Background: an optimization exercise with open tools, aiming at small area, a short achievable clock period and few clock cycles per item. Do not read the settings as production practice.
RTL that was checked went through simulation tests only; none was proved equivalent to the original.
Only the layout flow was run in run 5; the RTL was not checked for function there.
No activity file was given, so power comes from the tool's default toggle rates.

==> flow/design.v <==
module tdes_core (
  input  wire         clk,
  input  wire         rst,
  input  wire         cmd_valid,
  output wire         cmd_ready,
  input  wire [1:0]   cmd_op,
  input  wire [167:0] cmd_key,
  input  wire [63:0]  cmd_data,
  output reg          out_valid,
  output reg  [63:0]  out_data
);
  function [63:0] des_ip;
    input [63:0] x;
    begin
      des_ip = {
        x[6], x[14], x[22], x[30], x[38], x[46], x[54], x[62],
        x[4], x[12], x[20], x[28], x[36], x[44], x[52], x[60],
        x[2], x[10], x[18], x[26], x[34], x[42], x[50], x[58],
        x[0], x[8], x[16], x[24], x[32], x[40], x[48], x[56],
        x[7], x[15], x[23], x[31], x[39], x[47], x[55], x[63],
        x[5], x[13], x[21], x[29], x[37], x[45], x[53], x[61],
        x[3], x[11], x[19], x[27], x[35], x[43], x[51], x[59],
        x[1], x[9], x[17], x[25], x[33], x[41], x[49], x[57]
      };
    end
  endfunction
  function [63:0] des_fp;
    input [63:0] x;
    begin
      des_fp = {
        x[24], x[56], x[16], x[48], x[8], x[40], x[0], x[32],
        x[25], x[57], x[17], x[49], x[9], x[41], x[1], x[33],
        x[26], x[58], x[18], x[50], x[10], x[42], x[2], x[34],
        x[27], x[59], x[19], x[51], x[11], x[43], x[3], x[35],
        x[28], x[60], x[20], x[52], x[12], x[44], x[4], x[36],
        x[29], x[61], x[21], x[53], x[13], x[45], x[5], x[37],
        x[30], x[62], x[22], x[54], x[14], x[46], x[6], x[38],
        x[31], x[63], x[23], x[55], x[15], x[47], x[7], x[39]
      };
    end
  endfunction
  function [47:0] des_e;
    input [31:0] x;
    begin
      des_e = {
        x[0], x[31], x[30], x[29], x[28], x[27], x[28], x[27],
        x[26], x[25], x[24], x[23], x[24], x[23], x[22], x[21],
        x[20], x[19], x[20], x[19], x[18], x[17], x[16], x[15],
        x[16], x[15], x[14], x[13], x[12], x[11], x[12], x[11],
        x[10], x[9], x[8], x[7], x[8], x[7], x[6], x[5],
        x[4], x[3], x[4], x[3], x[2], x[1], x[0], x[31]
      };
    end
  endfunction
  function [31:0] des_p;
    input [31:0] x;
    begin
      des_p = {
        x[16], x[25], x[12], x[11], x[3], x[20], x[4], x[15],
        x[31], x[17], x[9], x[6], x[27], x[14], x[1], x[22],
        x[30], x[24], x[8], x[18], x[0], x[5], x[29], x[23],
        x[13], x[19], x[2], x[26], x[10], x[21], x[28], x[7]
      };
    end
  endfunction
  function [55:0] des_pc1;
    input [63:0] x;
    begin
      des_pc1 = {
        x[7], x[15], x[23], x[31], x[39], x[47], x[55], x[63],
        x[6], x[14], x[22], x[30], x[38], x[46], x[54], x[62],
        x[5], x[13], x[21], x[29], x[37], x[45], x[53], x[61],
        x[4], x[12], x[20], x[28], x[1], x[9], x[17], x[25],
        x[33], x[41], x[49], x[57], x[2], x[10], x[18], x[26],
        x[34], x[42], x[50], x[58], x[3], x[11], x[19], x[27],
        x[35], x[43], x[51], x[59], x[36], x[44], x[52], x[60]
      };
    end
  endfunction
  function [47:0] des_pc2;
    input [55:0] x;
    begin
      des_pc2 = {
        x[42], x[39], x[45], x[32], x[55], x[51], x[53], x[28],
        x[41], x[50], x[35], x[46], x[33], x[37], x[44], x[52],
        x[30], x[48], x[40], x[49], x[29], x[36], x[43], x[54],
        x[15], x[4], x[25], x[19], x[9], x[1], x[26], x[16],
        x[5], x[11], x[23], x[8], x[12], x[7], x[17], x[0],
        x[22], x[3], x[10], x[14], x[6], x[20], x[27], x[24]
      };
    end
  endfunction
  function [3:0] sbox0;
    input [5:0] c;
    begin
      case (c)
        6'd0: sbox0 = 4'd14;
        6'd1: sbox0 = 4'd0;
        6'd2: sbox0 = 4'd4;
        6'd3: sbox0 = 4'd15;
        6'd4: sbox0 = 4'd13;
        6'd5: sbox0 = 4'd7;
        6'd6: sbox0 = 4'd1;
        6'd7: sbox0 = 4'd4;
        6'd8: sbox0 = 4'd2;
        6'd9: sbox0 = 4'd14;
        6'd10: sbox0 = 4'd15;
        6'd11: sbox0 = 4'd2;
        6'd12: sbox0 = 4'd11;
        6'd13: sbox0 = 4'd13;
        6'd14: sbox0 = 4'd8;
        6'd15: sbox0 = 4'd1;
        6'd16: sbox0 = 4'd3;
        6'd17: sbox0 = 4'd10;
        6'd18: sbox0 = 4'd10;
        6'd19: sbox0 = 4'd6;
        6'd20: sbox0 = 4'd6;
        6'd21: sbox0 = 4'd12;
        6'd22: sbox0 = 4'd12;
        6'd23: sbox0 = 4'd11;
        6'd24: sbox0 = 4'd5;
        6'd25: sbox0 = 4'd9;
        6'd26: sbox0 = 4'd9;
        6'd27: sbox0 = 4'd5;
        6'd28: sbox0 = 4'd0;
        6'd29: sbox0 = 4'd3;
        6'd30: sbox0 = 4'd7;
        6'd31: sbox0 = 4'd8;
        6'd32: sbox0 = 4'd4;
        6'd33: sbox0 = 4'd15;
        6'd34: sbox0 = 4'd1;
        6'd35: sbox0 = 4'd12;
        6'd36: sbox0 = 4'd14;
        6'd37: sbox0 = 4'd8;
        6'd38: sbox0 = 4'd8;
        6'd39: sbox0 = 4'd2;
        6'd40: sbox0 = 4'd13;
        6'd41: sbox0 = 4'd4;
        6'd42: sbox0 = 4'd6;
        6'd43: sbox0 = 4'd9;
        6'd44: sbox0 = 4'd2;
        6'd45: sbox0 = 4'd1;
        6'd46: sbox0 = 4'd11;
        6'd47: sbox0 = 4'd7;
        6'd48: sbox0 = 4'd15;
        6'd49: sbox0 = 4'd5;
        6'd50: sbox0 = 4'd12;
        6'd51: sbox0 = 4'd11;
        6'd52: sbox0 = 4'd9;
        6'd53: sbox0 = 4'd3;
        6'd54: sbox0 = 4'd7;
        6'd55: sbox0 = 4'd14;
        6'd56: sbox0 = 4'd3;
        6'd57: sbox0 = 4'd10;
        6'd58: sbox0 = 4'd10;
        6'd59: sbox0 = 4'd0;
        6'd60: sbox0 = 4'd5;
        6'd61: sbox0 = 4'd6;
        6'd62: sbox0 = 4'd0;
        6'd63: sbox0 = 4'd13;
        default: sbox0 = 4'd0;
      endcase
    end
  endfunction
  function [3:0] sbox1;
    input [5:0] c;
    begin
      case (c)
        6'd0: sbox1 = 4'd15;
        6'd1: sbox1 = 4'd3;
        6'd2: sbox1 = 4'd1;
        6'd3: sbox1 = 4'd13;
        6'd4: sbox1 = 4'd8;
        6'd5: sbox1 = 4'd4;
        6'd6: sbox1 = 4'd14;
        6'd7: sbox1 = 4'd7;
        6'd8: sbox1 = 4'd6;
        6'd9: sbox1 = 4'd15;
        6'd10: sbox1 = 4'd11;
        6'd11: sbox1 = 4'd2;
        6'd12: sbox1 = 4'd3;
        6'd13: sbox1 = 4'd8;
        6'd14: sbox1 = 4'd4;
        6'd15: sbox1 = 4'd14;
        6'd16: sbox1 = 4'd9;
        6'd17: sbox1 = 4'd12;
        6'd18: sbox1 = 4'd7;
        6'd19: sbox1 = 4'd0;
        6'd20: sbox1 = 4'd2;
        6'd21: sbox1 = 4'd1;
        6'd22: sbox1 = 4'd13;
        6'd23: sbox1 = 4'd10;
        6'd24: sbox1 = 4'd12;
        6'd25: sbox1 = 4'd6;
        6'd26: sbox1 = 4'd0;
        6'd27: sbox1 = 4'd9;
        6'd28: sbox1 = 4'd5;
        6'd29: sbox1 = 4'd11;
        6'd30: sbox1 = 4'd10;
        6'd31: sbox1 = 4'd5;
        6'd32: sbox1 = 4'd0;
        6'd33: sbox1 = 4'd13;
        6'd34: sbox1 = 4'd14;
        6'd35: sbox1 = 4'd8;
        6'd36: sbox1 = 4'd7;
        6'd37: sbox1 = 4'd10;
        6'd38: sbox1 = 4'd11;
        6'd39: sbox1 = 4'd1;
        6'd40: sbox1 = 4'd10;
        6'd41: sbox1 = 4'd3;
        6'd42: sbox1 = 4'd4;
        6'd43: sbox1 = 4'd15;
        6'd44: sbox1 = 4'd13;
        6'd45: sbox1 = 4'd4;
        6'd46: sbox1 = 4'd1;
        6'd47: sbox1 = 4'd2;
        6'd48: sbox1 = 4'd5;
        6'd49: sbox1 = 4'd11;
        6'd50: sbox1 = 4'd8;
        6'd51: sbox1 = 4'd6;
        6'd52: sbox1 = 4'd12;
        6'd53: sbox1 = 4'd7;
        6'd54: sbox1 = 4'd6;
        6'd55: sbox1 = 4'd12;
        6'd56: sbox1 = 4'd9;
        6'd57: sbox1 = 4'd0;
        6'd58: sbox1 = 4'd3;
        6'd59: sbox1 = 4'd5;
        6'd60: sbox1 = 4'd2;
        6'd61: sbox1 = 4'd14;
        6'd62: sbox1 = 4'd15;
        6'd63: sbox1 = 4'd9;
        default: sbox1 = 4'd0;
      endcase
    end
  endfunction
  function [3:0] sbox2;
    input [5:0] c;
    begin
      case (c)
        6'd0: sbox2 = 4'd10;
        6'd1: sbox2 = 4'd13;
        6'd2: sbox2 = 4'd0;
        6'd3: sbox2 = 4'd7;
        6'd4: sbox2 = 4'd9;
        6'd5: sbox2 = 4'd0;
        6'd6: sbox2 = 4'd14;
        6'd7: sbox2 = 4'd9;
        6'd8: sbox2 = 4'd6;
        6'd9: sbox2 = 4'd3;
        6'd10: sbox2 = 4'd3;
        6'd11: sbox2 = 4'd4;
        6'd12: sbox2 = 4'd15;
        6'd13: sbox2 = 4'd6;
        6'd14: sbox2 = 4'd5;
        6'd15: sbox2 = 4'd10;
        6'd16: sbox2 = 4'd1;
        6'd17: sbox2 = 4'd2;
        6'd18: sbox2 = 4'd13;
        6'd19: sbox2 = 4'd8;
        6'd20: sbox2 = 4'd12;
        6'd21: sbox2 = 4'd5;
        6'd22: sbox2 = 4'd7;
        6'd23: sbox2 = 4'd14;
        6'd24: sbox2 = 4'd11;
        6'd25: sbox2 = 4'd12;
        6'd26: sbox2 = 4'd4;
        6'd27: sbox2 = 4'd11;
        6'd28: sbox2 = 4'd2;
        6'd29: sbox2 = 4'd15;
        6'd30: sbox2 = 4'd8;
        6'd31: sbox2 = 4'd1;
        6'd32: sbox2 = 4'd13;
        6'd33: sbox2 = 4'd1;
        6'd34: sbox2 = 4'd6;
        6'd35: sbox2 = 4'd10;
        6'd36: sbox2 = 4'd4;
        6'd37: sbox2 = 4'd13;
        6'd38: sbox2 = 4'd9;
        6'd39: sbox2 = 4'd0;
        6'd40: sbox2 = 4'd8;
        6'd41: sbox2 = 4'd6;
        6'd42: sbox2 = 4'd15;
        6'd43: sbox2 = 4'd9;
        6'd44: sbox2 = 4'd3;
        6'd45: sbox2 = 4'd8;
        6'd46: sbox2 = 4'd0;
        6'd47: sbox2 = 4'd7;
        6'd48: sbox2 = 4'd11;
        6'd49: sbox2 = 4'd4;
        6'd50: sbox2 = 4'd1;
        6'd51: sbox2 = 4'd15;
        6'd52: sbox2 = 4'd2;
        6'd53: sbox2 = 4'd14;
        6'd54: sbox2 = 4'd12;
        6'd55: sbox2 = 4'd3;
        6'd56: sbox2 = 4'd5;
        6'd57: sbox2 = 4'd11;
        6'd58: sbox2 = 4'd10;
        6'd59: sbox2 = 4'd5;
        6'd60: sbox2 = 4'd14;
        6'd61: sbox2 = 4'd2;
        6'd62: sbox2 = 4'd7;
        6'd63: sbox2 = 4'd12;
        default: sbox2 = 4'd0;
      endcase
    end
  endfunction
  function [3:0] sbox3;
    input [5:0] c;
    begin
      case (c)
        6'd0: sbox3 = 4'd7;
        6'd1: sbox3 = 4'd13;
        6'd2: sbox3 = 4'd13;
        6'd3: sbox3 = 4'd8;
        6'd4: sbox3 = 4'd14;
        6'd5: sbox3 = 4'd11;
        6'd6: sbox3 = 4'd3;
        6'd7: sbox3 = 4'd5;
        6'd8: sbox3 = 4'd0;
        6'd9: sbox3 = 4'd6;
        6'd10: sbox3 = 4'd6;
        6'd11: sbox3 = 4'd15;
        6'd12: sbox3 = 4'd9;
        6'd13: sbox3 = 4'd0;
        6'd14: sbox3 = 4'd10;
        6'd15: sbox3 = 4'd3;
        6'd16: sbox3 = 4'd1;
        6'd17: sbox3 = 4'd4;
        6'd18: sbox3 = 4'd2;
        6'd19: sbox3 = 4'd7;
        6'd20: sbox3 = 4'd8;
        6'd21: sbox3 = 4'd2;
        6'd22: sbox3 = 4'd5;
        6'd23: sbox3 = 4'd12;
        6'd24: sbox3 = 4'd11;
        6'd25: sbox3 = 4'd1;
        6'd26: sbox3 = 4'd12;
        6'd27: sbox3 = 4'd10;
        6'd28: sbox3 = 4'd4;
        6'd29: sbox3 = 4'd14;
        6'd30: sbox3 = 4'd15;
        6'd31: sbox3 = 4'd9;
        6'd32: sbox3 = 4'd10;
        6'd33: sbox3 = 4'd3;
        6'd34: sbox3 = 4'd6;
        6'd35: sbox3 = 4'd15;
        6'd36: sbox3 = 4'd9;
        6'd37: sbox3 = 4'd0;
        6'd38: sbox3 = 4'd0;
        6'd39: sbox3 = 4'd6;
        6'd40: sbox3 = 4'd12;
        6'd41: sbox3 = 4'd10;
        6'd42: sbox3 = 4'd11;
        6'd43: sbox3 = 4'd1;
        6'd44: sbox3 = 4'd7;
        6'd45: sbox3 = 4'd13;
        6'd46: sbox3 = 4'd13;
        6'd47: sbox3 = 4'd8;
        6'd48: sbox3 = 4'd15;
        6'd49: sbox3 = 4'd9;
        6'd50: sbox3 = 4'd1;
        6'd51: sbox3 = 4'd4;
        6'd52: sbox3 = 4'd3;
        6'd53: sbox3 = 4'd5;
        6'd54: sbox3 = 4'd14;
        6'd55: sbox3 = 4'd11;
        6'd56: sbox3 = 4'd5;
        6'd57: sbox3 = 4'd12;
        6'd58: sbox3 = 4'd2;
        6'd59: sbox3 = 4'd7;
        6'd60: sbox3 = 4'd8;
        6'd61: sbox3 = 4'd2;
        6'd62: sbox3 = 4'd4;
        6'd63: sbox3 = 4'd14;
        default: sbox3 = 4'd0;
      endcase
    end
  endfunction
  function [3:0] sbox4;
    input [5:0] c;
    begin
      case (c)
        6'd0: sbox4 = 4'd2;
        6'd1: sbox4 = 4'd14;
        6'd2: sbox4 = 4'd12;
        6'd3: sbox4 = 4'd11;
        6'd4: sbox4 = 4'd4;
        6'd5: sbox4 = 4'd2;
        6'd6: sbox4 = 4'd1;
        6'd7: sbox4 = 4'd12;
        6'd8: sbox4 = 4'd7;
        6'd9: sbox4 = 4'd4;
        6'd10: sbox4 = 4'd10;
        6'd11: sbox4 = 4'd7;
        6'd12: sbox4 = 4'd11;
        6'd13: sbox4 = 4'd13;
        6'd14: sbox4 = 4'd6;
        6'd15: sbox4 = 4'd1;
        6'd16: sbox4 = 4'd8;
        6'd17: sbox4 = 4'd5;
        6'd18: sbox4 = 4'd5;
        6'd19: sbox4 = 4'd0;
        6'd20: sbox4 = 4'd3;
        6'd21: sbox4 = 4'd15;
        6'd22: sbox4 = 4'd15;
        6'd23: sbox4 = 4'd10;
        6'd24: sbox4 = 4'd13;
        6'd25: sbox4 = 4'd3;
        6'd26: sbox4 = 4'd0;
        6'd27: sbox4 = 4'd9;
        6'd28: sbox4 = 4'd14;
        6'd29: sbox4 = 4'd8;
        6'd30: sbox4 = 4'd9;
        6'd31: sbox4 = 4'd6;
        6'd32: sbox4 = 4'd4;
        6'd33: sbox4 = 4'd11;
        6'd34: sbox4 = 4'd2;
        6'd35: sbox4 = 4'd8;
        6'd36: sbox4 = 4'd1;
        6'd37: sbox4 = 4'd12;
        6'd38: sbox4 = 4'd11;
        6'd39: sbox4 = 4'd7;
        6'd40: sbox4 = 4'd10;
        6'd41: sbox4 = 4'd1;
        6'd42: sbox4 = 4'd13;
        6'd43: sbox4 = 4'd14;
        6'd44: sbox4 = 4'd7;
        6'd45: sbox4 = 4'd2;
        6'd46: sbox4 = 4'd8;
        6'd47: sbox4 = 4'd13;
        6'd48: sbox4 = 4'd15;
        6'd49: sbox4 = 4'd6;
        6'd50: sbox4 = 4'd9;
        6'd51: sbox4 = 4'd15;
        6'd52: sbox4 = 4'd12;
        6'd53: sbox4 = 4'd0;
        6'd54: sbox4 = 4'd5;
        6'd55: sbox4 = 4'd9;
        6'd56: sbox4 = 4'd6;
        6'd57: sbox4 = 4'd10;
        6'd58: sbox4 = 4'd3;
        6'd59: sbox4 = 4'd4;
        6'd60: sbox4 = 4'd0;
        6'd61: sbox4 = 4'd5;
        6'd62: sbox4 = 4'd14;
        6'd63: sbox4 = 4'd3;
        default: sbox4 = 4'd0;
      endcase
    end
  endfunction
  function [3:0] sbox5;
    input [5:0] c;
    begin
      case (c)
        6'd0: sbox5 = 4'd12;
        6'd1: sbox5 = 4'd10;
        6'd2: sbox5 = 4'd1;
        6'd3: sbox5 = 4'd15;
        6'd4: sbox5 = 4'd10;
        6'd5: sbox5 = 4'd4;
        6'd6: sbox5 = 4'd15;
        6'd7: sbox5 = 4'd2;
        6'd8: sbox5 = 4'd9;
        6'd9: sbox5 = 4'd7;
        6'd10: sbox5 = 4'd2;
        6'd11: sbox5 = 4'd12;
        6'd12: sbox5 = 4'd6;
        6'd13: sbox5 = 4'd9;
        6'd14: sbox5 = 4'd8;
        6'd15: sbox5 = 4'd5;
        6'd16: sbox5 = 4'd0;
        6'd17: sbox5 = 4'd6;
        6'd18: sbox5 = 4'd13;
        6'd19: sbox5 = 4'd1;
        6'd20: sbox5 = 4'd3;
        6'd21: sbox5 = 4'd13;
        6'd22: sbox5 = 4'd4;
        6'd23: sbox5 = 4'd14;
        6'd24: sbox5 = 4'd14;
        6'd25: sbox5 = 4'd0;
        6'd26: sbox5 = 4'd7;
        6'd27: sbox5 = 4'd11;
        6'd28: sbox5 = 4'd5;
        6'd29: sbox5 = 4'd3;
        6'd30: sbox5 = 4'd11;
        6'd31: sbox5 = 4'd8;
        6'd32: sbox5 = 4'd9;
        6'd33: sbox5 = 4'd4;
        6'd34: sbox5 = 4'd14;
        6'd35: sbox5 = 4'd3;
        6'd36: sbox5 = 4'd15;
        6'd37: sbox5 = 4'd2;
        6'd38: sbox5 = 4'd5;
        6'd39: sbox5 = 4'd12;
        6'd40: sbox5 = 4'd2;
        6'd41: sbox5 = 4'd9;
        6'd42: sbox5 = 4'd8;
        6'd43: sbox5 = 4'd5;
        6'd44: sbox5 = 4'd12;
        6'd45: sbox5 = 4'd15;
        6'd46: sbox5 = 4'd3;
        6'd47: sbox5 = 4'd10;
        6'd48: sbox5 = 4'd7;
        6'd49: sbox5 = 4'd11;
        6'd50: sbox5 = 4'd0;
        6'd51: sbox5 = 4'd14;
        6'd52: sbox5 = 4'd4;
        6'd53: sbox5 = 4'd1;
        6'd54: sbox5 = 4'd10;
        6'd55: sbox5 = 4'd7;
        6'd56: sbox5 = 4'd1;
        6'd57: sbox5 = 4'd6;
        6'd58: sbox5 = 4'd13;
        6'd59: sbox5 = 4'd0;
        6'd60: sbox5 = 4'd11;
        6'd61: sbox5 = 4'd8;
        6'd62: sbox5 = 4'd6;
        6'd63: sbox5 = 4'd13;
        default: sbox5 = 4'd0;
      endcase
    end
  endfunction
  function [3:0] sbox6;
    input [5:0] c;
    begin
      case (c)
        6'd0: sbox6 = 4'd4;
        6'd1: sbox6 = 4'd13;
        6'd2: sbox6 = 4'd11;
        6'd3: sbox6 = 4'd0;
        6'd4: sbox6 = 4'd2;
        6'd5: sbox6 = 4'd11;
        6'd6: sbox6 = 4'd14;
        6'd7: sbox6 = 4'd7;
        6'd8: sbox6 = 4'd15;
        6'd9: sbox6 = 4'd4;
        6'd10: sbox6 = 4'd0;
        6'd11: sbox6 = 4'd9;
        6'd12: sbox6 = 4'd8;
        6'd13: sbox6 = 4'd1;
        6'd14: sbox6 = 4'd13;
        6'd15: sbox6 = 4'd10;
        6'd16: sbox6 = 4'd3;
        6'd17: sbox6 = 4'd14;
        6'd18: sbox6 = 4'd12;
        6'd19: sbox6 = 4'd3;
        6'd20: sbox6 = 4'd9;
        6'd21: sbox6 = 4'd5;
        6'd22: sbox6 = 4'd7;
        6'd23: sbox6 = 4'd12;
        6'd24: sbox6 = 4'd5;
        6'd25: sbox6 = 4'd2;
        6'd26: sbox6 = 4'd10;
        6'd27: sbox6 = 4'd15;
        6'd28: sbox6 = 4'd6;
        6'd29: sbox6 = 4'd8;
        6'd30: sbox6 = 4'd1;
        6'd31: sbox6 = 4'd6;
        6'd32: sbox6 = 4'd1;
        6'd33: sbox6 = 4'd6;
        6'd34: sbox6 = 4'd4;
        6'd35: sbox6 = 4'd11;
        6'd36: sbox6 = 4'd11;
        6'd37: sbox6 = 4'd13;
        6'd38: sbox6 = 4'd13;
        6'd39: sbox6 = 4'd8;
        6'd40: sbox6 = 4'd12;
        6'd41: sbox6 = 4'd1;
        6'd42: sbox6 = 4'd3;
        6'd43: sbox6 = 4'd4;
        6'd44: sbox6 = 4'd7;
        6'd45: sbox6 = 4'd10;
        6'd46: sbox6 = 4'd14;
        6'd47: sbox6 = 4'd7;
        6'd48: sbox6 = 4'd10;
        6'd49: sbox6 = 4'd9;
        6'd50: sbox6 = 4'd15;
        6'd51: sbox6 = 4'd5;
        6'd52: sbox6 = 4'd6;
        6'd53: sbox6 = 4'd0;
        6'd54: sbox6 = 4'd8;
        6'd55: sbox6 = 4'd15;
        6'd56: sbox6 = 4'd0;
        6'd57: sbox6 = 4'd14;
        6'd58: sbox6 = 4'd5;
        6'd59: sbox6 = 4'd2;
        6'd60: sbox6 = 4'd9;
        6'd61: sbox6 = 4'd3;
        6'd62: sbox6 = 4'd2;
        6'd63: sbox6 = 4'd12;
        default: sbox6 = 4'd0;
      endcase
    end
  endfunction
  function [3:0] sbox7;
    input [5:0] c;
    begin
      case (c)
        6'd0: sbox7 = 4'd13;
        6'd1: sbox7 = 4'd1;
        6'd2: sbox7 = 4'd2;
        6'd3: sbox7 = 4'd15;
        6'd4: sbox7 = 4'd8;
        6'd5: sbox7 = 4'd13;
        6'd6: sbox7 = 4'd4;
        6'd7: sbox7 = 4'd8;
        6'd8: sbox7 = 4'd6;
        6'd9: sbox7 = 4'd10;
        6'd10: sbox7 = 4'd15;
        6'd11: sbox7 = 4'd3;
        6'd12: sbox7 = 4'd11;
        6'd13: sbox7 = 4'd7;
        6'd14: sbox7 = 4'd1;
        6'd15: sbox7 = 4'd4;
        6'd16: sbox7 = 4'd10;
        6'd17: sbox7 = 4'd12;
        6'd18: sbox7 = 4'd9;
        6'd19: sbox7 = 4'd5;
        6'd20: sbox7 = 4'd3;
        6'd21: sbox7 = 4'd6;
        6'd22: sbox7 = 4'd14;
        6'd23: sbox7 = 4'd11;
        6'd24: sbox7 = 4'd5;
        6'd25: sbox7 = 4'd0;
        6'd26: sbox7 = 4'd0;
        6'd27: sbox7 = 4'd14;
        6'd28: sbox7 = 4'd12;
        6'd29: sbox7 = 4'd9;
        6'd30: sbox7 = 4'd7;
        6'd31: sbox7 = 4'd2;
        6'd32: sbox7 = 4'd7;
        6'd33: sbox7 = 4'd2;
        6'd34: sbox7 = 4'd11;
        6'd35: sbox7 = 4'd1;
        6'd36: sbox7 = 4'd4;
        6'd37: sbox7 = 4'd14;
        6'd38: sbox7 = 4'd1;
        6'd39: sbox7 = 4'd7;
        6'd40: sbox7 = 4'd9;
        6'd41: sbox7 = 4'd4;
        6'd42: sbox7 = 4'd12;
        6'd43: sbox7 = 4'd10;
        6'd44: sbox7 = 4'd14;
        6'd45: sbox7 = 4'd8;
        6'd46: sbox7 = 4'd2;
        6'd47: sbox7 = 4'd13;
        6'd48: sbox7 = 4'd0;
        6'd49: sbox7 = 4'd15;
        6'd50: sbox7 = 4'd6;
        6'd51: sbox7 = 4'd12;
        6'd52: sbox7 = 4'd10;
        6'd53: sbox7 = 4'd9;
        6'd54: sbox7 = 4'd13;
        6'd55: sbox7 = 4'd0;
        6'd56: sbox7 = 4'd15;
        6'd57: sbox7 = 4'd3;
        6'd58: sbox7 = 4'd3;
        6'd59: sbox7 = 4'd5;
        6'd60: sbox7 = 4'd5;
        6'd61: sbox7 = 4'd6;
        6'd62: sbox7 = 4'd8;
        6'd63: sbox7 = 4'd11;
        default: sbox7 = 4'd0;
      endcase
    end
  endfunction
  function [27:0] rol28;
    input [27:0] x;
    input        two;
    begin
      rol28 = two ? {x[25:0], x[27:26]} : {x[26:0], x[27]};
    end
  endfunction
  function [27:0] ror28;
    input [27:0] x;
    input        two;
    begin
      ror28 = two ? {x[1:0], x[27:2]} : {x[0], x[27:1]};
    end
  endfunction
  function shift_two;
    input [3:0] r;
    begin
      shift_two = !(r == 4'd0 || r == 4'd1 || r == 4'd8 || r == 4'd15);
    end
  endfunction
  function [31:0] feistel;
    input [31:0] h;
    input [47:0] k;
    reg   [47:0] x;
    begin
      x = des_e(h) ^ k;
      feistel = des_p({sbox0(x[47:42]), sbox1(x[41:36]), sbox2(x[35:30]),
                       sbox3(x[29:24]), sbox4(x[23:18]), sbox5(x[17:12]),
                       sbox6(x[11:6]),  sbox7(x[5:0])});
    end
  endfunction
  reg [167:0] key;         
  reg         key_tdes;    
  reg         busy;        
  reg         op_dec;      
  reg  [1:0]  stage;       
  reg  [3:0]  round;       
  reg  [31:0] L, R;        
  reg  [27:0] C, D;        
  assign cmd_ready = !busy;
  wire accept    = cmd_valid && !busy;
  function [1:0] stage_key;
    input       tdes;
    input       dec;
    input [1:0] stg;
    begin
      if (!tdes)
        stage_key = 2'd0;
      else if (!dec)
        stage_key = stg;
      else
        stage_key = 2'd2 - stg;
    end
  endfunction
  function stage_dec;
    input       tdes;
    input       dec;
    input [1:0] stg;
    begin
      stage_dec = dec ^ (tdes && stg == 2'd1);
    end
  endfunction
  function [55:0] stage_cd;
    input [167:0] k;
    input [1:0]   sel;
    input         dec;
    reg   [55:0]  third;
    reg   [55:0]  pk;
    begin
      case (sel)
        2'd0:    third = k[167:112];
        2'd1:    third = k[111:56];
        default: third = k[55:0];
      endcase
      pk = des_pc1({8'h00, third});
      if (dec)
        stage_cd = pk;
      else
        stage_cd = {rol28(pk[55:28], 1'b0), rol28(pk[27:0], 1'b0)};
    end
  endfunction
  wire        cur_dec    = stage_dec(key_tdes, op_dec, stage);
  wire        last_stage = !key_tdes || stage == 2'd2;
  wire        last_round = round == 4'd15;
  wire [47:0] subkey = des_pc2({C, D});
  wire [31:0] fo     = feistel(R, subkey);
  wire [63:0] ip   = des_ip(cmd_data);
  wire        en_l = busy &&  last_round;
  wire        en_r = busy && !last_round;
  wire [31:0] xl   = !busy ? ip[63:32] : last_round ? L : R;
  wire [31:0] xr   = !busy ? ip[31:0]  : last_round ? R : L;
  wire        one    = round == 4'd0 || round == 4'd7 || round == 4'd14;
  wire        ld_tdes = key_tdes;
  wire        ld_dec  = busy ? op_dec : cmd_op[0];
  wire [1:0]  ld_stg  = busy ? stage + 2'd1 : 2'd0;
  wire [55:0] cd_load = stage_cd(key, stage_key(ld_tdes, ld_dec, ld_stg),
                                 stage_dec(ld_tdes, ld_dec, ld_stg));
  always @(*) out_data = des_fp({L, R});
  always @(posedge clk) begin
    if (rst) begin
      busy      <= 1'b0;
      out_valid <= 1'b0;
    end else begin
      out_valid <= busy && last_round && last_stage;
      if (!busy)
        busy <= cmd_valid && !cmd_op[1];
      else if (last_round && last_stage)
        busy <= 1'b0;
    end
    if (accept && cmd_op[1]) begin
      key      <= cmd_key;
      key_tdes <= cmd_op[0];
    end
    if (!busy) begin
      op_dec <= cmd_op[0];
      stage  <= 2'd0;
      round  <= 4'd0;
    end else begin
      round <= round + 4'd1;
      if (last_round)
        stage <= stage + 2'd1;
    end
    L <= xl ^ (fo & {32{ en_l}});
    R <= xr ^ (fo & {32{ en_r}});
    if (!busy || last_round)
      {C, D} <= cd_load;
    else begin
      C <= cur_dec ? ror28(C, !one) : rol28(C, !one);
      D <= cur_dec ? ror28(D, !one) : rol28(D, !one);
    end
  end
endmodule
==> flow/flow/run.sh <==
#!/bin/bash
# Standard layout, but the port buffers are the smallest buffer cell.
set -euo pipefail
export BUFFER_PORTS_ARGS="-buffer_cell sky130_fd_sc_hd__buf_1"
bash standard.sh finish > standard_flow.log 2>&1
==> flow/standard.sh <==
#!/bin/bash
# synth_recipe.tcl (not shown) runs the flow's synth.tcl, then flattens the netlist and writes it again
# the make line also repeats each setting of config.mk as NAME=value (left out here)
make -C /OpenROAD-flow-scripts/flow DESIGN_CONFIG=/design/flow/config.mk WORK_HOME=/design/flow/orfs CLKGATE_MAP_FILE= SYNTH_SCRIPT=/design/flow/synth_recipe.tcl "${@:-finish}"
==> flow/config.mk <==
export PLATFORM = sky130hd
export DESIGN_NAME = tdes_core
export DESIGN_NICKNAME = tdes_core
export VERILOG_FILES = /design/flow/design.v
export SDC_FILE = /design/flow/constraint.sdc
export NUM_CORES = 4
export LEC_CHECK = 0
export ABC_AREA = 1
export CAP_MARGIN = 5
export CORE_MARGIN = 2
export CORE_UTILIZATION = 40
export CTS_BUF_LIST = sky130_fd_sc_hd__clkbuf_8
export SETUP_SLACK_MARGIN = 2.85
export SLEW_MARGIN = 5
export TNS_END_PERCENT = 5
==> flow/constraint.sdc <==
create_clock -name core_clock -period 5.0 [get_ports {clk}]
set_input_delay 1.0000 -clock core_clock [delete_from_list [all_inputs] [get_ports {clk}]]
set_output_delay 1.0000 -clock core_clock [all_outputs]
set_load 0.01 [all_outputs]
==> reports/metrics.cfg, run 1 <==
[setup_path]
critPathKind = reg -> out
path_depth = 1
critPathMaxStageDelay_ns = 0.48
crit_end = out_data[57]
worstPathRequired_ns = 4.00
cp_top_family = flip-flops
worstSetupStartpointType = register
reg2reg_from = stage[0]$_SDFFE_PN0P_
r2r-end = D[11]$_DFF_P_
crit_arrival_ns = 1.27
cp-startpoint = R[0]$_DFF_P_
r2r_slack_ns = 2.78
end_kind = primary output
crit_chain = buf_6
worst-path-buf-inv = 1
worstPathMaxFanout = 6
crit_slowest_cell = dfxtp_4
reg2reg_depth = 13

[floorplan]
num_rows = 76
dieHeight_um = 214
io_pins = 303
die-area_um2 = 45800
start_util_pct = 40.7
die_w_um = 214
core_area_um2 = 43300

[sta]
max_freq_ghz = 0.441
slew_headroom_pct = 42.0
hold_viol = 0
fin_skew_ns = 0.0586
fin_setup_tns_ns = 0
fin_worst_hold_slack_ns = 0.467
final.setup.worst_slack_ns = 2.73
grt_setup_unrepaired = yes
fin_crit_ns = 2.27
setup_viol = 0
period_share_pct = 45.3
tightest_slew_ns = 0.869
slew_viol_final = 0

[yosys]
yosys-top-cells-area = edfxtp_1, nand2_1, nand3_1
async_flop_share_pct = 0
yosysTopAreaCellShare_pct = 25.2
ys_warn_count = 1
synth-seq-cells = 277
synth_edf_count = 148
avgSynthCellArea_um2 = 6.97
netlist-cell-type-count = 33
yosysSeqAreaShare_pct = 39.9
synth_common_cells = nand2_1, nand3_1, inv_1
syn_inst = 2530
synth_nets = 2805
synth_ff_type = edfxtp_1
yosysMostFrequentCell = nand2_1
synth_area_leader_cell = edfxtp_1
syn_area_um2 = 17600

[placed_design]
dp_slack_ns = 1.75
dp_hpwl_mm = 43.8
gp_congestion = 0.910
portBuffers = 281
place_area_um2 = 19200

[detailed_routing]
num_vias = 19000
detailedRoute.firstIterationViolations = 1495
wl_mm = 64.7
wl_per_cell_um = 18.9
drc = 0
antenna_left = 0
routed_via_density = 5.54
first_pass_iters = 6

[global_routing]
grt_pass1_vias = 17500
grt_pass1_wl_mm = 97.3
antenna_found_initial = 0
grt_util_all_layers_pct = 26.7
grt_max_degree = 118
gr-total-overflow = 0

[clock_network]
numCtsBuffers = 50
cts_tree = yes
cts-root-buf = clkbuf_8
clk_pin_slew_ns = 0.06
cts.path.max_buffers = 3
cts_num_sinks = 277
clk_latency_ns = 0.66
htreeDepth = 2

[layout]
drive_gt1_share_pct = 10.7
fill_cells = 4383
final_area_um2 = 21700
final_nets = 3081
synthToLayoutAreaGrowth_pct = 22.9
diodes = 0

[power_and_ir_drop]
power_mw = 13.0
peakVddDrop_v = 0.000237
p_leak_nw = 9.60
p_per_area_nw_per_um2 = 601

[job]
maxCapViolations = 0

[run_status]
status = timing/DRC/antenna clean

[worst_hold_path]
hold_class = reg -> reg
worstHoldStart = round[0]$_SDFF_PN0_

[per-stage QoR]
stage / instances / util [%]
after floorplan: 2530 / -
after global placement: 3290 / 44.4
after detailed placement: 3290 / 44.4
after CTS: 3402 / 48.4
after global routing: 3428 / 50.1
final: 3428 / 50.1
[worst min path at each step]
stage                                      to  slack, ns  depth (start not counted)
final                     round[0]$_SDFF_PN0_       0.47                          1
after global routing        key[43]$_DFFE_PP_       0.51                          1
after CTS                 round[0]$_SDFF_PN0_       0.47                          1
after detailed placement  round[0]$_SDFF_PN0_       0.46                          1
after global placement    round[0]$_SDFF_PN0_       0.45                          1
after floorplan           round[0]$_SDFF_PN0_       0.43                          1
[placed cells by master, fill, tap and decap left out, types with 6 or more instances in the layout]
cell      count
xnor2_1      18
o221ai_1     36
clkinv_2      6
clkinv_1     11
nand3b_1     32
o21ai_0      62
nand3_1     560
buf_4        48
nand2_1     900
buf_6         9
inv_1       184
nor2_1       34
dfxtp_1      88
xor2_2       12
buf_1       269
nand2_2      19
dfxtp_2      22
nand4_1      78
ha_1         34
edfxtp_1    148
clkbuf_8     55
a21oi_1      53
dfxtp_4      19
buf_2         6
nand3_2      21
buf_12       11
inv_2         7
o211ai_1     18
xnor2_2       6
[routing by layer]
layer  vias up  wire length [um]  global-route usage (%)
li1       9137                 -                       -
met1      8936             27100                    35.6
met2       787             31100                    44.7
met3       119              4460                    3.54
met4         0              2090                    8.72
met5         -                 0                       0
[flip-flops by register name, indices dropped and copies added, names as in the netlist]
register,count
busy,1
round,4
D,28
key,147
op_dec,1
out_valid,1
L,32
R,32
stage,2
key_tdes,1
C,28
[what timing repair did]
item,4_1_cts,5_1_grt
endpoints found under the setup margin,326,295
hold buffers,0,0
gates resized for setup,125,90
buffers inserted,17,21
cloned,6,5
pin swaps,5,18
[cell families (layout without fill, tap and decap cells)]
kind of cell	Yosys count	in the layout	synth area share, %
AO/OA/AOI/OAI	180	181	6.29
XOR/XNOR	50	50	2.61
adder cells (fa/ha/maj)	38	38	2.70
buffers and inverters	322	634	7.10
flip-flops	277	277	39.9
AND/OR/NAND/NOR	1663	1663	41.4
[power breakdown]
| part | switching [mW] | internal, mW | total [mW] |
|---|---|---|---|
| clock network | 1.03 | 1.27 | 2.31 |
| logic | 4.89 | 2.41 | 7.30 |
| registers | 0.612 | 2.79 | 3.41 |
| total | 6.53 | 6.48 | 13.0 |
[worst reg2reg max path, cell delays in order, from the launching register on]
cell and delay (ns):
dfxtp_4 0.35, inv_2 0.05, ha_4 0.23, inv_1 0.06, nand2_2 0.07, ha_4 0.27
nand2_2 0.07, o21ai_4 0.15, nand2_4 0.19, clkbuf_16 0.23, nand4_1 0.11, nand3_2 0.16
nand2_1 0.11, nand3_1 0.07
[layout make-up]
class	instances	area, um2	share of cell area [%]
multi-input cells	1932	10000	46.2
clock buffers	55	757	3.49
clock inverters	34	292	1.35
flip-flops and latches	277	7130	32.9
well taps	585	732	3.38
repair inverters	2	15.0	0.0693
repair buffers	358	2030	9.37
inverters	185	712	3.29
Testbench counts, summed over its fixed seeds: cycles 146,392, blocks 4,205.
==> inputs of run 2 (changes only) <==
--- a/flow/config.mk
+++ b/flow/config.mk
@@ -7,9 +7,9 @@
 export LEC_CHECK = 0
 export ABC_AREA = 1
-export CAP_MARGIN = 5
+export CAP_MARGIN = 0
 export CORE_MARGIN = 2
-export CORE_UTILIZATION = 40
+export CORE_UTILIZATION = 50
 export CTS_BUF_LIST = sky130_fd_sc_hd__clkbuf_8
 export SETUP_SLACK_MARGIN = 2.85
-export SLEW_MARGIN = 5
+export SLEW_MARGIN = 0
 export TNS_END_PERCENT = 5
==> reports/metrics.cfg, run 2 <==
[sta]
slew_headroom_pct = 32.2  ; -9.8 points
slew_viol_final = 0  ; unchanged
setup_viol = 0  ; unchanged
fin_setup_tns_ns = 0  ; unchanged
fin_crit_ns = 2.29  ; +0.0214 ns
grt_setup_unrepaired = yes
period_share_pct = 45.7  ; +0.43 points
hold_viol = 0  ; unchanged
fin_skew_ns = 0.0240  ; -0.0346 ns
tightest_slew_ns = 1.01  ; +0.140 ns
max_freq_ghz = 0.437  ; -0.94%

[placed_design]
dp_hpwl_mm = 40.2  ; -8.3%
gp_congestion = 1.01  ; +11%
place_area_um2 = 19000  ; -1.0%
portBuffers = 281  ; unchanged

[setup_path]
worstSetupStartpointType = register
crit_chain = buf_2
worst-path-buf-inv = 1  ; unchanged
crit_arrival_ns = 1.29  ; +0.02 ns
crit_slowest_cell = dfxtp_2
end_kind = primary output
critPathMaxStageDelay_ns = 0.45  ; -0.03 ns
critPathKind = reg -> out
worstPathRequired_ns = 4.00  ; about the same
cp_top_family = flip-flops
worstPathMaxFanout = 5  ; -1

[yosys]
synth-seq-cells = 277  ; unchanged
synth_nets = 2805  ; unchanged
syn_inst = 2530  ; unchanged
synth_ff_type = edfxtp_1
synth_edf_count = 148  ; unchanged
ys_warn_count = 1  ; unchanged
avgSynthCellArea_um2 = 6.97  ; unchanged
synth_area_leader_cell = edfxtp_1
yosysSeqAreaShare_pct = 39.9  ; unchanged
yosys-top-cells-area = edfxtp_1, nand2_1, nand3_1
synth_common_cells = nand2_1, nand3_1, inv_1
yosysMostFrequentCell = nand2_1
netlist-cell-type-count = 33  ; unchanged
yosysTopAreaCellShare_pct = 25.2  ; unchanged
async_flop_share_pct = 0  ; unchanged
syn_area_um2 = 17600  ; unchanged

[layout]
final_nets = 3085  ; +0.13%
regMostFlops = key
synthToLayoutAreaGrowth_pct = 21.8
drive_gt1_share_pct = 11.0  ; +0.36 points
layout_common_cells = nand2_1, nand3_1, buf_1
final_common_cell = nand2_1
largest_reg_flops = 147  ; unchanged
diodes = 0  ; unchanged
top_regs = key: 147 flops, L: 32 flops, R: 32 flops
final_area_um2 = 21500  ; -0.92%

[global_routing]
grt_pass1_vias = 17000  ; -2.8%
grt_util_all_layers_pct = 31.6  ; +4.9 points
grt_max_degree = 83  ; -30%
antenna_found_initial = 0  ; unchanged
grt_pass1_wl_mm = 90.4  ; -7.1%
gr-total-overflow = 0  ; unchanged

[clock_network]
numCtsBuffers = 48  ; -4.0%
htreeDepth = 2  ; unchanged
cts_tree = yes
cts-root-buf = clkbuf_8
cts.path.max_buffers = 3  ; unchanged
ctsHoldBuffers = 0  ; unchanged
cts_num_sinks = 277  ; unchanged
clk_latency_ns = 0.64  ; -0.02 ns
clk_pin_slew_ns = 0.06  ; about the same

[floorplan]
die_w_um = 192  ; -10%
core_area_um2 = 34600  ; -20%
start_util_pct = 50.9  ; +10 points
num_rows = 68  ; -11%
dieHeight_um = 192  ; -10%
io_pins = 303  ; unchanged
die-area_um2 = 36800  ; -20%

[power_and_ir_drop]
p_per_area_nw_per_um2 = 593  ; -1.2%
p_comb_share_pct = 57.3  ; +1.2 points
power_frac_seq_pct = 26.4  ; +0.2 points
p_int_mw = 6.28  ; -3.0%
p_clk_share_pct = 16.3  ; -1.4 points
swShare_pct = 50.7  ; +0.44 points
switchingPower_mw = 6.45  ; -1.3%
p_leak_nw = 9.59  ; about the same
peakVddDrop_v = 0.000386  ; +63%

[detailed_routing]
wl_mm = 60.0  ; -7.3%
drc = 0  ; unchanged
first_pass_iters = 10  ; +4
antenna_left = 0  ; unchanged
wl_per_cell_um = 18.2  ; -3.9%
num_vias = 19000  ; +0.18%
detailedRoute.firstIterationViolations = 2070  ; +38%
routed_via_density = 5.75  ; +3.9%

[worst_hold_path]
hold_class = reg -> reg

[run_status]
status = timing/DRC/antenna clean

[job]
maxCapViolations = 0  ; unchanged

run 2: final timing paths:
| check | slack [ns] | endpoint | startpoint | cells past startpoint |
|---|---|---|---|---|
| max | 2.71 | out_data[63] | R[24]$_DFF_P_ | 1 |
| min | 0.51 | round[0]$_SDFF_PN0_ | round[0]$_SDFF_PN0_ | 1 |
| max reg2reg | 2.77 | D[27]$_DFF_P_ | round[0]$_SDFF_PN0_ | 10 |
| min reg2reg | 0.51 | round[0]$_SDFF_PN0_ | round[0]$_SDFF_PN0_ | 1 |
run 2: cell type report:
cell class	count	area, um2
Multi-Input combinational cell	1934	10100
Timing Repair inverter	4	27.5
Timing Repair Buffer	360	2000
Clock inverter	36	220
Inverter	185	726
Tap cell	455	569
Sequential cell	277	7110
Fill cell	3198	13200
Clock buffer	53	729
run 2: cells by family (layout without fill, tap and decap cells):
kind of cell	after synthesis	after routing	synth area share, %
flip-flops	277	277	39.9
XOR/XNOR	50	50	2.61
adder cells (fa/ha/maj)	38	38	2.70
AO/OA/AOI/OAI	180	180	6.29
buffers and inverters	322	638	7.10
AND/OR/NAND/NOR	1663	1666	41.4
run 2: per-layer routing:
layer	share of wire, %	track usage, %	wire length (um)
met1	41	40.8	24800
met2	47	53.1	28200
met3	7.5	4.17	4500
met4	4.0	13.4	2420
met5	0	0	0
run 2: metrics by stage:
stage / hold WS [ns] / total power [mW] / utilization, % / std cells / setup slack [ns]
4_1_cts: 0.469 / 12.2 / 60.4 / 3281 / 2.69
3_5_place_dp: 0.455 / 9.80 / 54.9 / 3157 / 1.79
5_1_grt: 0.507 / 13.7 / 62.0 / 3304 / 2.66
3_3_place_gp: 0.446 / 9.78 / 54.9 / 3157 / 1.84
6_report: 0.515 / 12.7 / 62.0 / 3304 / 2.71
2_1_floorplan: 0.430 / 7.99 / - / 2530 / 1.31
run 2: timing repair:
action	4_1_cts	5_1_grt
pin swaps	9	17
resized for setup	133	97
setup endpoints to repair	331	300
cloned	12	2
buffers inserted	23	21
run 2: power by group through the flow:
stage	Sequential (mW)	Clock (mW)	Combinational, mW
CTS	3.30	2.10	6.76
finish	3.36	2.07	7.29
detailed placement	3.30	0	6.51
global route	3.39	2.20	8.10
floorplan	3.11	0	4.88
global placement	3.29	0	6.49
==> inputs of run 3 (changes only) <==
--- a/flow/config.mk
+++ b/flow/config.mk
@@ -9,7 +9,7 @@
 export CAP_MARGIN = 0
 export CORE_MARGIN = 2
-export CORE_UTILIZATION = 50
+export CORE_UTILIZATION = 40
 export CTS_BUF_LIST = sky130_fd_sc_hd__clkbuf_8
-export SETUP_SLACK_MARGIN = 2.85
+export SETUP_SLACK_MARGIN = 3.0
 export SLEW_MARGIN = 0
-export TNS_END_PERCENT = 5
+export TNS_END_PERCENT = 8
==> reports/metrics.cfg, run 3 <==
[run_status]
status = timing/DRC/antenna clean

[floorplan]
core_area_um2 = 43300  ; +25%
die-area_um2 = 45800  ; +24%
die_w_um = 214  ; +12%
dieHeight_um = 214  ; +12%
num_rows = 76  ; +12%
io_pins = 303  ; unchanged
start_util_pct = 40.7  ; -10 points

[clock_network]
cts_num_sinks = 277  ; unchanged
clk_latency_ns = 0.65  ; about the same
cts_tree = yes
ctsHoldBuffers = 0  ; unchanged
cts-root-buf = clkbuf_8
cts.path.max_buffers = 3  ; unchanged
clk_pin_slew_ns = 0.05  ; about the same
numCtsBuffers = 50  ; +4.2%
htreeDepth = 2  ; unchanged

[layout]
multi_input_comb_area_um2 = 10300  ; +2.6%
fill_cells = 4323  ; +35%
regArea_um2 = 7150  ; +0.58%
utilization_pct = 51.4  ; -11 points
synthToLayoutAreaGrowth_pct = 26.2
final_nets = 3106  ; +0.68%
regMostFlops = key
largest_reg_flops = 147  ; unchanged
diodes = 0  ; unchanged
layout_common_cells = nand2_1, nand3_1, buf_1
final_common_cell = nand2_1
top_regs = key: 147 flops, L: 32 flops, R: 32 flops
drive_gt1_share_pct = 13.4  ; +2.4 points

[sta]
slew_viol_final = 0  ; unchanged
grt_setup_unrepaired = yes
fin_setup_tns_ns = 0  ; unchanged
fin_crit_ns = 2.26  ; -0.0312 ns
slew_headroom_pct = 41.9  ; +9.7 points
tightest_slew_ns = 0.871  ; -0.138 ns
period_share_pct = 45.1  ; -0.62 points
setup_viol = 0  ; unchanged
fin_skew_ns = 0.0506  ; +0.0266 ns
max_freq_ghz = 0.443  ; +1.4%
hold_viol = 0  ; unchanged

[power_and_ir_drop]
p_leak_nw = 9.75  ; +1.6%
p_per_area_nw_per_um2 = 608  ; +2.5%
peakVddDrop_v = 0.000239  ; -38%
power_mw = 13.5  ; +6.3%

[global_routing]
grt_pass1_wl_mm = 97.9  ; +8.3%
grt_util_all_layers_pct = 26.8  ; -4.7 points
gr-total-overflow = 0  ; unchanged
grt_pass1_vias = 17600  ; +3.2%
grt_max_degree = 118  ; +42%
antenna_found_initial = 0  ; unchanged

[yosys]
yosysTopAreaCellShare_pct = 25.2  ; unchanged
synth_area_leader_cell = edfxtp_1
synth_common_cells = nand2_1, nand3_1, inv_1
avgSynthCellArea_um2 = 6.97  ; unchanged
synth_edf_count = 148  ; unchanged
syn_area_um2 = 17600  ; unchanged
netlist-cell-type-count = 33  ; unchanged
yosys-top-cells-area = edfxtp_1, nand2_1, nand3_1
yosysMostFrequentCell = nand2_1
synth_ff_type = edfxtp_1
async_flop_share_pct = 0  ; unchanged
syn_inst = 2530  ; unchanged
synth_nets = 2805  ; unchanged
yosysSeqAreaShare_pct = 39.9  ; unchanged
synth-seq-cells = 277  ; unchanged
ys_warn_count = 1  ; unchanged

[detailed_routing]
drc = 0  ; unchanged
wl_mm = 63.9  ; +6.5%
first_pass_iters = 5  ; -5
routed_via_density = 5.49  ; -4.6%
detailedRoute.firstIterationViolations = 1398  ; -32%
num_vias = 19000  ; -0.32%
wl_per_cell_um = 18.5  ; +1.9%
antenna_left = 0  ; unchanged

[setup_path]
end_kind = primary output
reg2reg_depth = 8  ; -2
critPathKind = reg -> out
r2r-end = L[20]$_DFF_P_
worstPathRequired_ns = 4.00  ; about the same
reg2reg_from = D[7]$_DFF_P_
cp-startpoint = R[0]$_DFF_P_
crit_chain = buf_6
cp_top_family = flip-flops
r2r_slack_ns = 2.81  ; +0.04 ns
worstPathMaxFanout = 6  ; +1
critPathMaxStageDelay_ns = 0.47  ; +0.02 ns
crit_end = out_data[57]
path_depth = 1  ; unchanged
worst-path-buf-inv = 1  ; unchanged
crit_slowest_cell = dfxtp_4
worstSetupStartpointType = register
crit_arrival_ns = 1.26  ; -0.03 ns

[worst_hold_path]
hold_class = reg -> reg

[placed_design]
portBuffers = 281  ; unchanged
dp_hpwl_mm = 43.8  ; +9.0%
gp_congestion = 0.910  ; -9.6%

[job]
maxCapViolations = 0  ; unchanged

[run 3: timing repair]
item,CTS,global route
pin swaps,5,28
gates cloned,8,1
setup buffers,21,44
setup endpoints to repair,336,303
gates resized for setup,151,169
[run 3: logic make-up (layout without fill, tap and decap cells)]
group	Yosys count	count (layout)	synth area share, %
XOR/XNOR	50	50	2.61
buffers and inverters	322	659	7.10
AND/OR/NAND/NOR	1663	1663	41.4
adder cells (fa/ha/maj)	38	38	2.70
flip-flops	277	277	39.9
AO/OA/AOI/OAI	180	181	6.29
[run 3: final cells by class]
cell class	count	area share (%)
Clock buffer	55	3.40
Multi-Input combinational cell	1932	46.5
Inverter	185	3.28
Clock inverter	34	1.31
Sequential cell	277	32.1
Timing Repair Buffer	382	10.0
Timing Repair inverter	3	0.0900
Tap cell	585	3.29
[run 3: where the power goes]
part           internal, mW  total [mW]  switching (mW)
Combinational          2.73        7.81            5.08
Clock                  1.27        2.29            1.02
Sequential             2.80        3.42           0.623
Total                  6.80        13.5            6.73
[run 3: stage by stage]
stage                     cells  setup WS (ns)  cell area (um2)  hold slack, ns
after CTS                  3408           2.71            21100           0.469
final                      3453           2.74            22300           0.465
after detailed placement   3290           1.75            19200           0.456
after global routing       3453           2.71            22300           0.497
after global placement     3290           1.78            19200           0.447
after floorplan            2530           1.31            17600           0.430
[run 3: worst min-delay path by stage]
stage / startpoint / endpoint / cells after the start / slack, ns
floorplan: round[0]$_SDFF_PN0_ / round[0]$_SDFF_PN0_ / 1 / 0.43
global placement: round[0]$_SDFF_PN0_ / round[0]$_SDFF_PN0_ / 1 / 0.45
detailed placement: round[0]$_SDFF_PN0_ / round[0]$_SDFF_PN0_ / 1 / 0.46
CTS: round[0]$_SDFF_PN0_ / round[0]$_SDFF_PN0_ / 1 / 0.47
global route: round[0]$_SDFF_PN0_ / round[0]$_SDFF_PN0_ / 1 / 0.50
finish: round[0]$_SDFF_PN0_ / round[0]$_SDFF_PN0_ / 1 / 0.46
[run 3: metal layers]
layer,routed length (um),part of all wire [%],GRT usage (%),vias to the layer above
met1,27000,42,35.9,8900
li1,-,-,-,9187
met2,30700,48,44.6,756
met4,2120,3.3,9.39,0
met3,4140,6.5,3.45,111
met5,0,0,0,-
==> inputs of run 4 (changes only) <==
--- a/flow/config.mk
+++ b/flow/config.mk
@@ -7,9 +7,11 @@
 export LEC_CHECK = 0
 export ABC_AREA = 1
-export CAP_MARGIN = 0
+export CAP_MARGIN = 20
 export CORE_MARGIN = 2
 export CORE_UTILIZATION = 40
-export CTS_BUF_LIST = sky130_fd_sc_hd__clkbuf_8
+export CTS_BUF_LIST = sky130_fd_sc_hd__clkbuf_16
+export CTS_CLUSTER_DIAMETER = 100
+export CTS_CLUSTER_SIZE = 30
 export SETUP_SLACK_MARGIN = 3.0
-export SLEW_MARGIN = 0
-export TNS_END_PERCENT = 8
+export SLEW_MARGIN = 20
+export TNS_END_PERCENT = 10
==> reports/metrics.cfg, run 4 <==
[global_routing]
gr-total-overflow = 0  ; unchanged
grt_max_degree = 118  ; unchanged
antenna_found_initial = 0  ; unchanged
grt_pass1_vias = 17700  ; +0.74%
grt_pass1_wl_mm = 101  ; +3.2%
grt_util_all_layers_pct = 27.9  ; +1.0 points

[sta]
fin_worst_hold_slack_ns = 0.443  ; -0.0215 ns
fin_setup_tns_ns = 0  ; unchanged
fin_skew_ns = 0.0648  ; +0.0143 ns
fin_crit_ns = 2.30  ; +0.0483 ns
hold_viol = 0  ; unchanged
setup_viol = 0  ; unchanged
slew_headroom_pct = 37.3  ; -4.6 points
grt_setup_unrepaired = yes
tightest_slew_ns = 0.940  ; +0.0690 ns
period_share_pct = 46.1  ; +0.97 points
slew_viol_final = 0  ; unchanged
max_freq_ghz = 0.434  ; -2.1%

[detailed_routing]
wl_mm = 67.6  ; +5.8%
detailedRoute.firstIterationViolations = 1597  ; +14%
wl_per_cell_um = 19.8  ; +6.9%
num_vias = 19200  ; +1.1%
routed_via_density = 5.61  ; +2.1%
first_pass_iters = 8  ; +3
drc = 0  ; unchanged
antenna_left = 0  ; unchanged

[yosys]
syn_inst = 2530  ; unchanged
synth_nets = 2805  ; unchanged
ys_warn_count = 1  ; unchanged
synth_area_leader_cell = edfxtp_1
synth_common_cells = nand2_1, nand3_1, inv_1
async_flop_share_pct = 0  ; unchanged
syn_area_um2 = 17600  ; unchanged
avgSynthCellArea_um2 = 6.97  ; unchanged
netlist-cell-type-count = 33  ; unchanged
yosysSeqAreaShare_pct = 39.9  ; unchanged
yosysMostFrequentCell = nand2_1
synth-seq-cells = 277  ; unchanged
synth_edf_count = 148  ; unchanged
yosysTopAreaCellShare_pct = 25.2  ; unchanged
yosys-top-cells-area = edfxtp_1, nand2_1, nand3_1
synth_ff_type = edfxtp_1

[clock_network]
numCtsBuffers = 16  ; -68%
htreeDepth = 1  ; -1
cts_tree = yes
cts-root-buf = clkbuf_16
cts_num_sinks = 277  ; unchanged
cts.path.max_buffers = 3  ; unchanged
clk_latency_ns = 0.57  ; -0.08 ns
clk_pin_slew_ns = 0.12  ; +0.07 ns

[layout]
fin_cells = 3418  ; -1.0%
regMostFlops = key
layout_common_cells = nand2_1, nand3_1, buf_1
final_common_cell = nand2_1
drive_gt1_share_pct = 16.0  ; +2.5 points
top_regs = key: 147 flops, L: 32 flops, R: 32 flops
final_nets = 3098  ; -0.26%
largest_reg_flops = 147  ; unchanged
synthToLayoutAreaGrowth_pct = 29.1
utilization_pct = 52.6  ; +1.2 points
diodes = 0  ; unchanged

[power_and_ir_drop]
p_per_area_nw_per_um2 = 574  ; -5.7%
peakVddDrop_v = 0.000269  ; +13%
power_mw = 13.1  ; -3.5%
p_leak_nw = 9.93  ; +1.8%

[job]
maxCapViolations = 0  ; unchanged

[floorplan]
dieHeight_um = 214  ; unchanged
num_rows = 76  ; unchanged
io_pins = 303  ; unchanged
core_area_um2 = 43300  ; unchanged
start_util_pct = 40.7  ; unchanged
die-area_um2 = 45800  ; unchanged
die_w_um = 214  ; unchanged

[setup_path]
worstPathMaxFanout = 6  ; unchanged
worstPathRequired_ns = 5.45  ; +1.45 ns
crit_arrival_ns = 2.76  ; +1.50 ns
worstSetupStartpointType = register
end_kind = register
critPathKind = reg -> reg

[placed_design]
dp_hpwl_mm = 43.8  ; unchanged
portBuffers = 281  ; unchanged
gp_congestion = 0.910  ; unchanged
dp.cells = 3290  ; unchanged

[run_status]
status = timing/DRC/antenna clean

[worst_hold_path]
hold_class = reg -> reg

## run 4: cell counts after synthesis
No cell type changed its count.
## run 4: logic make-up (layout without fill, tap and decap cells)
kind of cell | after synthesis | in the layout | share of synthesized area [%]
compound gates | 180 | 181 | 6.29
xor+xnor | 50 | 50 | 2.61
fa+ha+maj | 38 | 38 | 2.70
buf+inv | 322 | 624 | 7.10
flops | 277 | 277 | 39.9
simple gates | 1663 | 1663 | 41.4
## run 4: timing repair
item	CTS	global route
buffers inserted	31	46
setup endpoints to repair	336	303
hold buffers	0	0
hold endpoints to repair	0	0
resized for setup	212	235
gates cloned	20	3
pin swaps	25	69
## run 4: power by group
part           internal (mW)  switching [mW]  leakage [nW]
registers               2.78           0.640          2.47
logic                   2.88            5.26          7.20
clock network          0.622           0.870         0.254
## run 4: final timing paths
path / startpoint / cells after the start / end / slack, ns
setup / recovery: stage[0]$_SDFFE_PN0P_ / 15 / D[26]$_DFF_P_ / 2.70
hold / removal: round[0]$_SDFF_PN0_ / 1 / round[0]$_SDFF_PN0_ / 0.44
setup reg to reg: stage[0]$_SDFFE_PN0P_ / 15 / D[26]$_DFF_P_ / 2.70
hold reg to reg: round[0]$_SDFF_PN0_ / 1 / round[0]$_SDFF_PN0_ / 0.44
## run 4: per-stage QoR
stage / cell area [um2] / worst slack (ns)
floorplan: 17600 / 1.31
global placement: 19200 / 1.78
detailed placement: 19200 / 1.75
CTS: 21400 / 2.76
global route: 22800 / 2.63
finish: 22800 / 2.70
## run 4: layer usage
| metal | GRT usage [%] | wire [um] | part of all wire, % | vias to the layer above |
|---|---|---|---|---|
| met1 | 36.9 | 28200 | 42 | 9080 |
| met3 | 2.90 | 4340 | 6.4 | 113 |
| li1 | - | - | - | 9161 |
| met2 | 47.6 | 33000 | 49 | 804 |
| met5 | 0 | 0 | 0 | - |
| met4 | 9.21 | 2150 | 3.2 | 0 |
## run 4: area by class of cell
cell class / count / area (um2)
fill: 4218 / 20500
multi-input combinational: 1932 / 10800
sequential: 277 / 7130
timing repair buffer: 408 / 2790
inverter: 185 / 736
tap: 585 / 732
clock buffer: 16 / 400
clock inverter: 12 / 110
timing repair inverter: 3 / 22.5
## run 4: critical path: stages, from the launching register on
cell     delay, ns
dfxtp_4       0.38
inv_4         0.04
ha_4          0.24
inv_4         0.07
nand2_4       0.06
ha_4          0.28
nand2_4       0.05
o21ai_4       0.10
buf_6         0.15
nand2_8       0.07
buf_8         0.16
buf_16        0.15
nand4_1       0.08
nand3_2       0.13
nand2_1       0.12
nand3_1       0.10
==> inputs of run 5 (changes only) <==
--- a/flow/design.v
+++ b/flow/design.v
@@ -701,4 +701,5 @@
   reg         key_tdes;    
   reg         busy;        
+  reg         ready;       
   reg         op_dec;      
   reg  [1:0]  stage;       
@@ -706,5 +707,5 @@
   reg  [31:0] L, R;        
   reg  [27:0] C, D;        
-  assign cmd_ready = !busy;
+  assign cmd_ready = ready;
   wire accept    = cmd_valid && !busy;
   function [1:0] stage_key;
@@ -768,11 +769,15 @@
     if (rst) begin
       busy      <= 1'b0;
+      ready     <= 1'b1;
       out_valid <= 1'b0;
     end else begin
       out_valid <= busy && last_round && last_stage;
-      if (!busy)
-        busy <= cmd_valid && !cmd_op[1];
-      else if (last_round && last_stage)
-        busy <= 1'b0;
+      if (!busy) begin
+        busy  <= cmd_valid && !cmd_op[1];
+        ready <= !(cmd_valid && !cmd_op[1]);
+      end else if (last_round && last_stage) begin
+        busy  <= 1'b0;
+        ready <= 1'b1;
+      end
     end
     if (accept && cmd_op[1]) begin
==> flow/config.mk (replaced) <==
export PLATFORM = sky130hd
export DESIGN_NAME = tdes_core
export DESIGN_NICKNAME = tdes_core
export VERILOG_FILES = /design/flow/design.v
export SDC_FILE = /design/flow/constraint.sdc
export NUM_CORES = 4
export LEC_CHECK = 0
export CAP_MARGIN = 20
export CORE_MARGIN = 2
export CORE_UTILIZATION = 40
export CTS_BUF_LIST = sky130_fd_sc_hd__clkbuf_8
export SETUP_SLACK_MARGIN = 2.5
export SLEW_MARGIN = 20
==> reports/metrics.cfg, run 5 <==
[layout]
fin_cells = 2818  ; -18%
largest_reg_flops = 147  ; unchanged
regMostFlops = key
fill_cells = 3934  ; -6.7%
final_nets = 2458  ; -21%
layout_common_cells = buf_1, edfxtp_1, buf_4
synthToLayoutAreaGrowth_pct = 32.9
top_regs = key: 147 flops, L: 32 flops, R: 32 flops
drive_gt1_share_pct = 27.1  ; +11 points
final_common_cell = buf_1
diodes = 0  ; unchanged
regArea_um2 = 7170  ; +0.56%
multi_input_comb_area_um2 = 11800  ; +9.1%

[power_and_ir_drop]
p_leak_nw = 8.85  ; -11%
p_per_area_nw_per_um2 = 536  ; -6.5%
peakVddDrop_v = 0.000248  ; -7.9%

[detailed_routing]
routed_via_density = 6.03  ; +7.7%
wl_per_cell_um = 22.5  ; +13%
antenna_left = 0  ; unchanged
drc = 0  ; unchanged
first_pass_iters = 6  ; -2
detailedRoute.firstIterationViolations = 1882  ; +18%
wl_mm = 63.3  ; -6.4%
num_vias = 17000  ; -11%

[yosys]
avgSynthCellArea_um2 = 10.1  ; +45%
synth_edf_count = 148  ; unchanged
synth_common_cells = edfxtp_1, nor2_1, dfxtp_1
netlist-cell-type-count = 80  ; +140%
syn_inst = 1791  ; -29%
synth_nets = 2066  ; -26%
ys_warn_count = 1  ; unchanged
synth_area_leader_cell = edfxtp_1
syn_area_um2 = 18100  ; +2.8%
yosysMostFrequentCell = edfxtp_1
yosysTopAreaCellShare_pct = 24.5  ; -0.69 points
synth_ff_type = edfxtp_1
async_flop_share_pct = 0  ; unchanged
synth-seq-cells = 278  ; +0.36%
yosys-top-cells-area = edfxtp_1, dfxtp_1, mux4_2
yosysSeqAreaShare_pct = 38.9  ; -0.98 points

[sta]
fin_skew_ns = 0.0221  ; -0.0428 ns
slew_viol_final = 0  ; unchanged
slew_headroom_pct = 27.4  ; -9.9 points
setup_viol = 0  ; unchanged
grt_setup_unrepaired = yes
tightest_slew_ns = 1.08  ; +0.141 ns
fin_setup_tns_ns = 0  ; unchanged
max_freq_ghz = 0.375  ; -14%
fin_crit_ns = 2.67  ; +0.363 ns
period_share_pct = 53.3  ; +7.3 points
hold_viol = 0  ; unchanged

[global_routing]
grt_util_all_layers_pct = 25.4  ; -2.5 points
gr-total-overflow = 0  ; unchanged
antenna_found_initial = 0  ; unchanged
grt_pass1_wl_mm = 93.2  ; -7.8%
grt_pass1_vias = 15800  ; -11%
grt_max_degree = 80  ; -32%

[placed_design]
dp_hpwl_mm = 39.2  ; -10%
gp_congestion = 0.951  ; +4.4%
dp.cells = 2562  ; -22%
portBuffers = 281  ; unchanged

[clock_network]
cts-root-buf = clkbuf_8
clk_pin_slew_ns = 0.06  ; -0.06 ns
cts_tree = yes
htreeDepth = 2  ; +1
numCtsBuffers = 52  ; +36
cts_num_sinks = 278  ; +0.36%
ctsHoldBuffers = 0  ; unchanged
cts.path.max_buffers = 3  ; unchanged
clk_latency_ns = 0.67  ; +0.10 ns

[setup_path]
cp_top_family = compound AO/OA/AOI/OAI gates
critPathKind = reg -> reg
crit_slowest_cell = a221o_1
worstPathMaxFanout = 7  ; +1
critPathMaxStageDelay_ns = 0.38  ; about the same
crit_arrival_ns = 3.21  ; +0.45 ns
worstSetupStartpointType = register
worst-path-buf-inv = 4  ; -1
crit_chain = inv_2, ha_4, nand2b_4, ha_4, nand2_4, a21oi_4, buf_4, buf_4, o21a_4, buf_12, a221o_1, mux2i_1, a21oi_1
end_kind = register
worstPathRequired_ns = 5.54  ; +0.09 ns

[job]
maxCapViolations = 0  ; unchanged

[floorplan]
dieHeight_um = 217  ; +1.4%
die-area_um2 = 47000  ; +2.8%
core_area_um2 = 44500  ; +2.9%
start_util_pct = 40.7  ; about the same
io_pins = 303  ; unchanged
die_w_um = 217  ; +1.4%
num_rows = 77  ; +1.3%

[worst_hold_path]
hold_class = reg -> reg

[run_status]
status = timing/DRC/antenna clean

## run 5: what timing repair did
item | 4_1_cts | 5_1_grt
cloned | 9 | 5
gates resized for setup | 201 | 135
pin swaps | 96 | 89
endpoints found under the hold margin | 0 | 0
buffers inserted | 83 | 62
endpoints found under the setup margin | 126 | 121
## run 5: area by class of cell
class	instances	area share, %
clock buffer	61	3.48
clock inverter	36	1.17
inverter	57	1.03
multi-input combinational	1318	49.1
sequential	278	29.7
tap	592	3.07
timing repair buffer	476	12.4
## run 5: per-stage QoR
step           worst slack [ns]  cell area (um2)  power [mW]  util [%]  hold WS (ns)
6_report                   2.33            24100        12.9      54.1         0.446
5_1_grt                    2.23            24100        13.6      54.1         0.459
4_1_cts                    2.35            22800        11.9      51.2         0.436
3_5_place_dp               1.65            19800        8.52      44.5         0.446
3_3_place_gp               1.65            19800        8.42      44.5         0.430
2_1_floorplan              2.44            18300        7.15         -         0.414
## run 5: routing by layer
| metal | share of wire [%] | GRT usage (%) |
|---|---|---|
| met1 | 41 | 34.3 |
| met2 | 47 | 41.0 |
| met3 | 8.7 | 5.07 |
| met4 | 3.1 | 8.11 |
| met5 | 0 | 0 |
## run 5: power by group
part	total, mW	switching [mW]	internal [mW]
Clock	2.42	1.09	1.33
Sequential	3.18	0.493	2.68
Combinational	7.31	3.91	3.40
## run 5: worst register-to-register path, stage by stage, from the launching register on
cell and delay, ns:
dfxtp_2 0.33, inv_2 0.04, ha_4 0.27, nand2b_4 0.13, ha_4 0.21, nand2_4 0.07, a21oi_4 0.06, buf_4 0.13
buf_4 0.13, o21a_4 0.29, buf_12 0.17, a221o_1 0.38, mux2i_1 0.23, a21oi_1 0.10
## run 5: kinds of logic after synthesis
logic type,count (synthesis),synth area share [%]
AO/OA/AOI/OAI,511,20.2
XOR/XNOR,113,6.06
adder cells (fa/ha/maj),38,2.62
buffers and inverters,198,4.71
flip-flops,278,38.9
multiplexers,176,14.8
AND/OR/NAND/NOR,477,12.7
## run 5: path summary, 6_finish.rpt
check        slack, ns                   to  cells past startpoint             startpoint
max               2.33        C[15]$_DFF_P_                     13  stage[0]$_SDFFE_PN0P_
min               0.45  round[0]$_SDFF_PN0_                      1    round[0]$_SDFF_PN0_
max reg2reg       2.33        C[15]$_DFF_P_                     13  stage[0]$_SDFFE_PN0P_
min reg2reg       0.45  round[0]$_SDFF_PN0_                      1    round[0]$_SDFF_PN0_

Re-timed with assumed drivers on the ports (clkbuf_16 on the clock, buf_2 on other inputs), run 5 has 2.333 ns of setup slack against 2.333 ns with ideal ports, and 1.865 ns once port delays also move by the mid clock arrival of 0.712 ns.
